This is an optimization exercise on Yosys and OpenROAD, whose aim is small area, not a production implementation. In this exercise RTL edits were held to simulation tests only and were not proved equivalent to the original. Power and IR drop assume default switching activity.

==> design/flow/design.v <==
module omni_audio (
    input             clk,
    input             rst,
    input             cmd_valid,
    output            cmd_ready,
    input      [4:0]  cmd_op,
    input      [15:0] cmd_arg0,
    input      [15:0] cmd_arg1,
    input      [15:0] cmd_arg2,
    input      [15:0] cmd_arg3,
    input      [15:0] cmd_arg4,
    input             cmd_kind,
    input      [2:0]  cmd_block,
    output            mem_req,
    output     [15:0] mem_addr,
    input             mem_ack,
    input      [7:0]  mem_rdata,
    output            chip_we,
    output     [7:0]  chip_reg,
    output     [7:0]  chip_val,
    output            chip_gen,
    input             chip_svalid,
    input      [15:0] chip_sample,
    output            pcm_valid,
    output     [15:0] pcm_data,
    output            resp_valid,
    output            resp_some,
    output     [15:0] resp_id
);
    localparam [27:0] STEP4 = 28'd596591;      
    localparam [4:0] OP_STARTUP  = 5'h01;
    localparam [4:0] OP_SHUTDOWN = 5'h02;
    localparam [4:0] OP_SETFX    = 5'h03;
    localparam [4:0] OP_SETMUS   = 5'h04;
    localparam [4:0] OP_PLAYFX   = 5'h05;
    localparam [4:0] OP_QUERYFX  = 5'h07;
    localparam [4:0] OP_STARTMUS = 5'h08;
    localparam [4:0] OP_PRODUCE  = 5'h10;
    localparam [4:0] S_IDLE    = 5'd0;
    localparam [4:0] S_ACC     = 5'd1;
    localparam [4:0] S_FXSTOP  = 5'd2;
    localparam [4:0] S_SEQSTOP = 5'd3;
    localparam [4:0] S_INS_RD  = 5'd4;
    localparam [4:0] S_INS_P1  = 5'd5;
    localparam [4:0] S_LOADCH  = 5'd6;
    localparam [4:0] S_PCHK    = 5'd7;
    localparam [4:0] S_SEQ     = 5'd8;
    localparam [4:0] S_SR0     = 5'd9;
    localparam [4:0] S_SR1     = 5'd10;
    localparam [4:0] S_SR2     = 5'd11;
    localparam [4:0] S_SR3     = 5'd12;
    localparam [4:0] S_SEQEND  = 5'd13;
    localparam [4:0] S_ADV     = 5'd14;
    localparam [4:0] S_URD     = 5'd15;
    localparam [4:0] S_FMA0    = 5'd16;
    localparam [4:0] S_FMKEY   = 5'd17;
    localparam [4:0] S_FMOFF   = 5'd18;
    localparam [4:0] S_STOPCHK = 5'd19;
    localparam [4:0] S_MUL     = 5'd20;
    localparam [4:0] S_MULEND  = 5'd21;
    localparam [4:0] S_GEN     = 5'd22;
    localparam [4:0] S_GW      = 5'd23;
    localparam [4:0] S_OADD    = 5'd24;
    localparam [4:0] S_OSUB1   = 5'd25;
    localparam [4:0] S_OSUBN   = 5'd26;
    reg [4:0]  st;
    reg [3:0]  k;
    reg [15:0] rate;
    reg [1:0]  fx;           
    reg        mus;
    reg        tmode;        
    reg [1:0]  quad;
    reg [13:0] cnt;          
    reg [15:0] pc;           
    reg [15:0] id, pri, ptr, rem;
    reg        lv;
    reg [7:0]  last;
    reg [2:0]  blk;
    reg        en, lvl;
    reg [27:0] acc, bnd;
    reg        sact;
    reg [15:0] sbase, scur, dt;
    reg [13:0] send;
    wire act   = (rem != 16'd0);
    wire is_sr = (st == S_SR0) || (st == S_SR1) || (st == S_SR2) || (st == S_SR3);
    assign cmd_ready  = (st == S_ACC) || ((st == S_IDLE) && !cmd_valid);
    assign resp_valid = (st == S_ACC) && (cmd_op == OP_QUERYFX);
    assign resp_some  = act;
    assign resp_id    = id;
    assign mem_req  = (st == S_INS_RD) || (st == S_URD) || is_sr;
    assign mem_addr = is_sr ? scur : ptr;
    reg [7:0] ins_reg;
    always @(*) begin
        case (k)
            4'd0: ins_reg = 8'h20;
            4'd1: ins_reg = 8'h40;
            4'd2: ins_reg = 8'h60;
            4'd3: ins_reg = 8'h80;
            4'd4: ins_reg = 8'hE0;
            4'd5: ins_reg = 8'h23;
            4'd6: ins_reg = 8'h43;
            4'd7: ins_reg = 8'h63;
            4'd8: ins_reg = 8'h83;
            default: ins_reg = 8'hE3;
        endcase
    end
    assign chip_we = ((st == S_FXSTOP) && fx[1]) ||
                     ((st == S_SEQSTOP) && mus) ||
                     (st == S_FMOFF) || (st == S_FMA0) || (st == S_FMKEY) ||
                     ((st == S_STOPCHK) && !act && fx[1]) ||
                     ((st == S_LOADCH) && cmd_kind) ||
                     (((st == S_INS_RD) || (st == S_SR1)) && mem_ack);
    assign chip_reg = (st == S_INS_RD) ? ins_reg :
                      (st == S_SR1)    ? dt[7:0] :
                      (st == S_FMA0)   ? 8'hA0 :
                      (st == S_LOADCH) ? 8'hC0 : 8'hB0;
    assign chip_val = ((st == S_INS_RD) || (st == S_SR1)) ? mem_rdata :
                      (st == S_FMA0)  ? last :
                      (st == S_FMKEY) ? {3'b001, blk, 2'b00} : 8'h00;
    assign chip_gen = (st == S_GEN);
    wire [15:0] tone_v  = !en ? 16'd0 : (lvl ? 16'd1000 : -16'sd1000);
    wire [16:0] mix_sum = {chip_sample[15], chip_sample} + {tone_v[15], tone_v};
    assign pcm_valid = (st == S_GW) && chip_svalid;
    assign pcm_data  = (fx == 2'd1) ? mix_sum[16:1] : chip_sample;
    wire        o_step = (st == S_OADD);
    wire        o_sub  = (st == S_OSUB1) || (st == S_OSUBN);
    wire [27:0] o_op   = o_step ? STEP4 : o_sub ? ~bnd : {12'd0, rate};
    wire [28:0] o_sum  = {1'b0, acc} + {1'b0, o_op} + {28'd0, o_sub};
    wire        o_ge   = o_sum[28];
    wire [13:0] c_op   = (st == S_MUL) ? 14'd1 : (tmode ? 14'd140 : 14'd35);
    wire [14:0] c_dif  = {1'b0, cnt} - {1'b0, c_op};
    wire        c_brw  = c_dif[14];
    wire        s_more = (scur[15:2] != send);
    wire [15:0] pc_inc = pc + 16'd1;
    wire        chg    = !lv || (last != mem_rdata);
    always @(posedge clk) begin
        if (rst) begin
            st <= S_IDLE;
        end else begin
            case (st)
            S_IDLE: if (cmd_valid) begin
                case (cmd_op)
                OP_STARTUP: begin
                    rate <= cmd_arg0;
                    fx <= 2'd0; mus <= 1'b0; tmode <= 1'b0; cnt <= 14'd0;
                    rem <= 16'd0; en <= 1'b0; lvl <= 1'b0; sact <= 1'b0;
                    st <= S_ACC;
                end
                OP_SHUTDOWN, OP_SETFX, 5'h06: st <= S_FXSTOP;
                OP_SETMUS, OP_STARTMUS, 5'h09: st <= S_SEQSTOP;
                OP_PLAYFX:
                    if (((fx == 2'd1 && !cmd_kind) || (fx == 2'd2 && cmd_kind)) &&
                        !(act && pri > cmd_arg1))
                        st <= S_FXSTOP;
                    else
                        st <= S_ACC;
                OP_PRODUCE: begin
                    pc <= 16'd0;
                    st <= S_PCHK;
                end
                default: st <= S_ACC;
                endcase
            end
            S_ACC: begin
                if (cmd_op == OP_SETFX)  fx  <= cmd_arg0[1:0];
                if (cmd_op == OP_SETMUS) mus <= cmd_arg0[0];
                st <= S_IDLE;
            end
            S_FXSTOP: begin
                rem <= 16'd0; lv <= 1'b0; en <= 1'b0;
                if (cmd_op == OP_SHUTDOWN)
                    st <= S_SEQSTOP;
                else if (cmd_op == OP_PLAYFX) begin
                    ptr <= cmd_arg4;
                    k   <= 4'd0;
                    st  <= cmd_kind ? S_INS_RD : S_LOADCH;
                end else
                    st <= S_ACC;
            end
            S_SEQSTOP: begin
                sact <= 1'b0;
                if (cmd_op == OP_STARTMUS && mus) begin
                    sact  <= 1'b1;
                    sbase <= cmd_arg2;
                    scur  <= cmd_arg2;
                    send  <= cmd_arg2[15:2] + cmd_arg3[15:2];
                    dt    <= 16'd0;
                end
                st <= S_ACC;
            end
            S_INS_RD: if (mem_ack) begin
                k <= k + 4'd1;
                if (k == 4'd9)
                    st <= S_LOADCH;
                else if (k == 4'd4) begin
                    ptr <= cmd_arg4;
                    st  <= S_INS_P1;
                end else
                    ptr <= ptr + 16'd2;
            end
            S_INS_P1: begin
                ptr <= ptr + 16'd1;
                st  <= S_INS_RD;
            end
            S_LOADCH: begin
                ptr <= cmd_arg2;
                rem <= cmd_arg3;
                id  <= cmd_arg0;
                pri <= cmd_arg1;
                blk <= cmd_block;
                lv  <= 1'b0;
                st  <= S_ACC;
            end
            S_PCHK: begin
                if (pc == cmd_arg3)
                    st <= S_ACC;
                else if (c_brw) begin
                    if (sact && !tmode) quad <= 2'd0;
                    tmode <= sact;
                    cnt   <= rate[15:2];
                    st    <= sact ? S_SEQ : S_ADV;
                end else
                    st <= S_GEN;
            end
            S_SEQ: begin
                if (dt == 16'd0 && s_more)
                    st <= S_SR0;
                else begin
                    if (!s_more) begin
                        scur <= sbase;
                        dt   <= 16'd0;
                    end else
                        dt <= dt - 16'd1;
                    st <= S_SEQEND;
                end
            end
            S_SR0: if (mem_ack) begin
                dt[7:0] <= mem_rdata;
                scur <= scur + 16'd1;
                st <= S_SR1;
            end
            S_SR1: if (mem_ack) begin
                scur <= scur + 16'd1;
                st <= S_SR2;
            end
            S_SR2: if (mem_ack) begin
                dt[7:0] <= mem_rdata;
                scur <= scur + 16'd1;
                st <= S_SR3;
            end
            S_SR3: if (mem_ack) begin
                dt[15:8] <= mem_rdata;
                scur <= scur + 16'd1;
                st <= S_SEQ;
            end
            S_SEQEND: begin
                quad <= quad + 2'd1;
                st <= (quad == 2'd0) ? S_ADV : S_GEN;
            end
            S_ADV: st <= act ? S_URD : S_GEN;
            S_URD: if (mem_ack) begin
                ptr  <= ptr + 16'd1;
                rem  <= rem - 16'd1;
                lv   <= 1'b1;
                last <= mem_rdata;
                st   <= S_STOPCHK;
                if (chg) begin
                    if (fx[1])
                        st <= (mem_rdata == 8'd0) ? S_FMOFF : S_FMA0;
                    else if (mem_rdata == 8'd0)
                        en <= 1'b0;
                    else begin
                        acc <= 28'd0;
                        cnt <= {6'd0, mem_rdata};
                        k   <= 4'd0;
                        st  <= S_MUL;
                    end
                end
            end
            S_FMA0:  st <= S_FMKEY;
            S_FMKEY: st <= S_STOPCHK;
            S_FMOFF: st <= S_STOPCHK;
            S_MUL: begin
                acc <= o_sum[27:0];
                if (k == 4'd14) begin
                    k   <= 4'd0;
                    cnt <= c_dif[13:0];
                    if (c_dif[13:0] == 14'd0) st <= S_MULEND;
                end else
                    k <= k + 4'd1;
            end
            S_MULEND: begin
                bnd <= acc;
                acc <= 28'd0;
                en  <= 1'b1;
                cnt <= rate[15:2];
                st  <= S_STOPCHK;
            end
            S_STOPCHK: begin
                if (!act) begin
                    lv <= 1'b0;
                    en <= 1'b0;
                end
                st <= S_GEN;
            end
            S_GEN: st <= S_GW;
            S_GW: if (chip_svalid) begin
                cnt <= c_dif[13:0];
                pc  <= pc_inc;
                st  <= en ? S_OADD : S_PCHK;
            end
            S_OADD: begin
                acc <= o_sum[27:0];
                st  <= S_OSUB1;
            end
            S_OSUB1: begin
                if (o_ge) begin
                    acc <= o_sum[27:0];
                    lvl <= ~lvl;
                    st  <= S_OSUBN;
                end else
                    st <= S_PCHK;
            end
            S_OSUBN: begin
                if (o_ge)
                    acc <= o_sum[27:0];
                else
                    st <= S_PCHK;
            end
            default: st <= S_IDLE;
            endcase
        end
    end
endmodule
==> design/flow/run.sh <==
#!/bin/bash
# synth_recipe.tcl (not shown) runs the flow's synth.tcl, then flattens the netlist and writes it again
# the make line also repeats each setting of config.mk as NAME=value (left out here)
make -C /OpenROAD-flow-scripts/flow DESIGN_CONFIG=/design/flow/config.mk WORK_HOME=/design/flow/orfs CLKGATE_MAP_FILE= SYNTH_SCRIPT=/design/flow/synth_recipe.tcl finish
==> design/flow/config.mk <==
export PLATFORM = sky130hd
export DESIGN_NAME = omni_audio
export DESIGN_NICKNAME = omni_audio
export VERILOG_FILES = /design/flow/design.v
export SDC_FILE = /design/flow/constraint.sdc
export NUM_CORES = 4
export LEC_CHECK = 0
export CAP_MARGIN = 20
export CORE_MARGIN = 2
export CORE_UTILIZATION = 40
export SLEW_MARGIN = 20
==> design/flow/constraint.sdc <==
create_clock -name core_clock -period 120.0 [get_ports {clk}]
set_input_delay 24.0000 -clock core_clock [delete_from_list [all_inputs] [get_ports {clk}]]
set_output_delay 24.0000 -clock core_clock [all_outputs]
set_load 0.01 [all_outputs]
==> results.txt <==
[critical path: stages]
cell and delay (ns):
clkdlybuf4s50_1 0.50, ha_1 0.18, inv_1 0.06, fa_1 0.39, nor2b_1 0.12, o21ai_0 0.10, a21boi_0 0.28, o21ai_0 0.15
a21oi_1 0.33, a41oi_1 0.19, xor2_1 0.17, o21ai_0 0.15, clkdlybuf4s50_1 0.58
[synthesized netlist by cell type, types with 24 or more instances]
library cell / number
nor2_1: 179
clkbuf_1: 42
o21ai_0: 123
a22oi_1: 27
ha_1: 90
nand2b_1: 27
nand3_1: 38
xor2_1: 76
xnor2_1: 75
and3_1: 24
edfxtp_1: 253
inv_1: 76
nand2_1: 229
nor3_1: 47
a21oi_1: 93
a21o_1: 24
[metal layers]
layer / track usage, % / vias up
met4: 5.698 / 2
met1: 31.99 / 6835
met3: 4.380 / 69
met2: 35.36 / 472
li1: - / 6821
met5: 0 / -
[cells by family (layout without fill, tap and decap cells)]
| family | count (synthesis) | after routing | synth area share (%) |
|---|---|---|---|
| adder cells (fa/ha/maj) | 95 | 95 | 7.202 |
| flip-flops | 262 | 262 | 45.68 |
| multiplexers | 7 | 7 | 0.4629 |
| buffers and inverters | 137 | 344 | 3.226 |
| XOR/XNOR | 151 | 151 | 7.767 |
| AO/OA/AOI/OAI | 435 | 435 | 16.93 |
| AND/OR/NAND/NOR | 670 | 670 | 18.73 |
[cell type report]
class | count | area, sq um | area share (%)
Sequential cell | 262 | 7777 | 37.67
Timing Repair Buffer | 211 | 2067 | 10.01
Multi-Input combinational cell | 1358 | 8758 | 42.42
Inverter | 76 | 285.3 | 1.382
Clock buffer | 38 | 802.0 | 3.885
Clock inverter | 19 | 281.5 | 1.364
Tap cell | 539 | 674.4 | 3.266
[metrics by stage]
step           util, %  worst slack (ns)  total power, W  hold slack, ns  instances
3_3_place_gp     46.58             68.94       0.0002377          0.4296       2445
4_1_cts          49.16             68.81       0.0003418          0.4532       2502
3_5_place_dp     46.58             68.82       0.0002392          0.4385       2445
2_1_floorplan        -             70.11       0.0001975          0.4264       1757
6_report         49.22             68.80       0.0003416          0.4506       2503
5_1_grt          49.22             68.64       0.0003591          0.4569       2503
[power breakdown]
| group | leakage [nW] | internal (W) | switching [W] |
|---|---|---|---|
| registers | 2.43 | 0.000113 | 0.00000944 |
| logic | 4.64 | 0.0000473 | 0.0000694 |
| clock network | 0.528 | 0.0000624 | 0.0000397 |
| total | 7.59 | 0.000223 | 0.000119 |
[path summary, 6_finish.rpt]
kind                  startpoint           end
setup / recovery  chip_sample[3]  pcm_data[12]
hold / removal            acc[0]        bnd[0]
setup reg to reg           st[3]       acc[18]
hold reg to reg           acc[0]        bnd[0]
[layout by cell type, fill, tap and decap left out, drive strengths merged, types with 8 or more instances in the layout]
cell           synthesis  final
clkdlybuf4s50          0    188
nand2b                27     27
a22o                   8      8
clkinv                 0      8
a22oi                 28     28
clkbuf                42     38
nand3                 39     39
xor2                  76     76
a21oi                 94     94
nor2b                 21     21
a31oi                 18     18
buf                   19     23
and2                  18     18
a21o                  24     24
o21a                  13     13
o21ai                126    126
and3                  24     24
inv                   76     78
a211oi                18     18
o211ai                18     18
edfxtp               253    253
nor4                  24     24
nor3                  49     49
nand2                230    230
nor3b                  8      8
ha                    90     90
o31ai                  8      8
a221o                 14     14
nor2                 182    182
xnor2                 75     75
dfxtp                  9      9
or3                    9      9
nand4                 13     13
==> metrics.md <==
| Metric | Value |
|---|---|
| FMAX | 0.01953 GHz |
| Netlist cell types | 84 |
| Fin crit share | 42.66% |
| Hold Path Class | reg2reg |
| Yosys top cell by area | edfxtp_1 |
| Core box area | 41950 sq um |
| Max rail drop VDD | 0.01112 mV |
| Worst slew pin tran | 0.9786 ns |
| RSZ-0062 raised after global routing | no |
| Avg Inst Size Synth | 9.691 sq um |
| Mapped Nets | 1970 |
| FFs w/ async S/R, synth | 0% |
| DR WL/cell | 20.14 um |
| # H-tree levels | 1 |
| Met3 routed WL | 3717 um |
| Power Density | 16.55 nW/um^2 |
| Largest regs | acc (28), bnd (28) |
| Minimum clock period | 51.20 ns |
| Synthesized instance count | 1757 |
| Num ports | 189 |
| DRC | 0 |
| Placed cell area | 19540 sq um |
| Synth-to-Final Area Change | 21.26% |
| Sequential share of the synthesized area | 45.68% |
| Slew Limit Headroom | 34.60% |
| Pleak | 7.588 nW |
| WP data required | 96.00 ns |
| Status | complete, no violations |
| Die Y-Extent | 210.3 um |
| Synth Flop Type | edfxtp_1 |
| Design area | 20650 sq um |
| GRT Total Usage | 22.53% |
| Synthesized area | 17030 sq um |
| Synthesis Warnings | 1 |
| Number of nets in the final layout | 2153 |
| Post-CTS Hold Fix Bufs | 0 |
| Setup-failing EPs final | 0 |
| WHS Path Cells | 0 |
| # diodes | 0 |
| WS Path Type | in2out |
| Post-CTS Setup Inserts | 0 |
| Detailed placement HPWL | 37160 um |
| Layout cells sized above 1 | 6.161% |
| DRT iter0 DRCs | 1382 |
| Via Count | 14200 |
| Largest net degree at the start of global routing | 40 |
| R2R depth | 19 |
| Cts bufs inserted | 31 |
| Die area | 44230 sq um |
| Die Width | 210.3 um |
| Synth top area cells | edfxtp_1 45%, ha_1 6.6%, nand2_1 5.0%, nor2_1 3.9%, xor2_1 3.9% |
| Vias per inst | 5.673 |
| Crit path launch type | input port |
| Max cap viols | 0 |
| Antenna violations before repair | 1 |
| DR WL met2 | 22350 um |
| Top Metal Used | met5 |
| Input/output buffers | 188 |
| Clock transition at path regs | 0.06 ns |
| Share of the synthesized area in the top cell type | 44.62% |
| 1st-pass router iterations | 5 |
| EDFF count, synth | 253 |
| #FFs+latches synth | 262 |
| Setup crit end kind | output pin |
| CTS Root Cell | clkbuf_16 |
| Row cnt | 75 |
| Sink Count | 262 |
| TNS Setup | 0 ns |
| Wire length of the first global-routing pass | 78340 um |
| Post-cts gate resize count | 0 |
| Worst-Skew Late Latency | 0.59 ns |
| CTS tree | built |
| CP arrival | 27.20 ns |
| Initial Util | 40.59% |
| Post-Route WL | 50410 um |
| Met1 wire length | 23260 um |
| Worst-path maximum fanout | 3 |
| Placer Congestion | 0.9508 |
| R2R Setup Slk | 114.50 ns |
| Fill count | 3912 |
| Longest Clk Path Bufs | 3 |
| Vias in the first global route | 13780 |
| Final Hold Viols | 0 |
| Routed Antenna Nets | 0 |
| Slew Viols, Final | 0 |
| Total global routing overflow | 0 |
| Clock Skew | 0.01313 ns |

## afterwards: timing with drivers on the ports
No port has a modelled driver above. Below, the same layout with a new extraction and two added sets of constraints.
Step 1 (the two cells are an assumption about what drives the block):
set clk [get_ports {clk}]
set_driving_cell -lib_cell sky130_fd_sc_hd__clkbuf_16 $clk
set_driving_cell -lib_cell sky130_fd_sc_hd__buf_2 [delete_from_list [all_inputs] $clk]
Step 2 moves the port delays by t, midway between the first and last clock arrival at a register: inputs arrive t later, outputs are due t later. That takes back most of the time a late clock gives input paths.
Three values: no drivers, after step 1, after step 2; two values: the first two.
t (ns): 0.631
setup slack, ns: 68.803 / 68.780 / 68.780
worst setup path after step 2: input to output
cell pins on the clock port's net: 1
After both steps this run still meets setup and hold. The setup slack of this run moves by -0.023 ns with the drivers and by -0.023 ns with both steps.
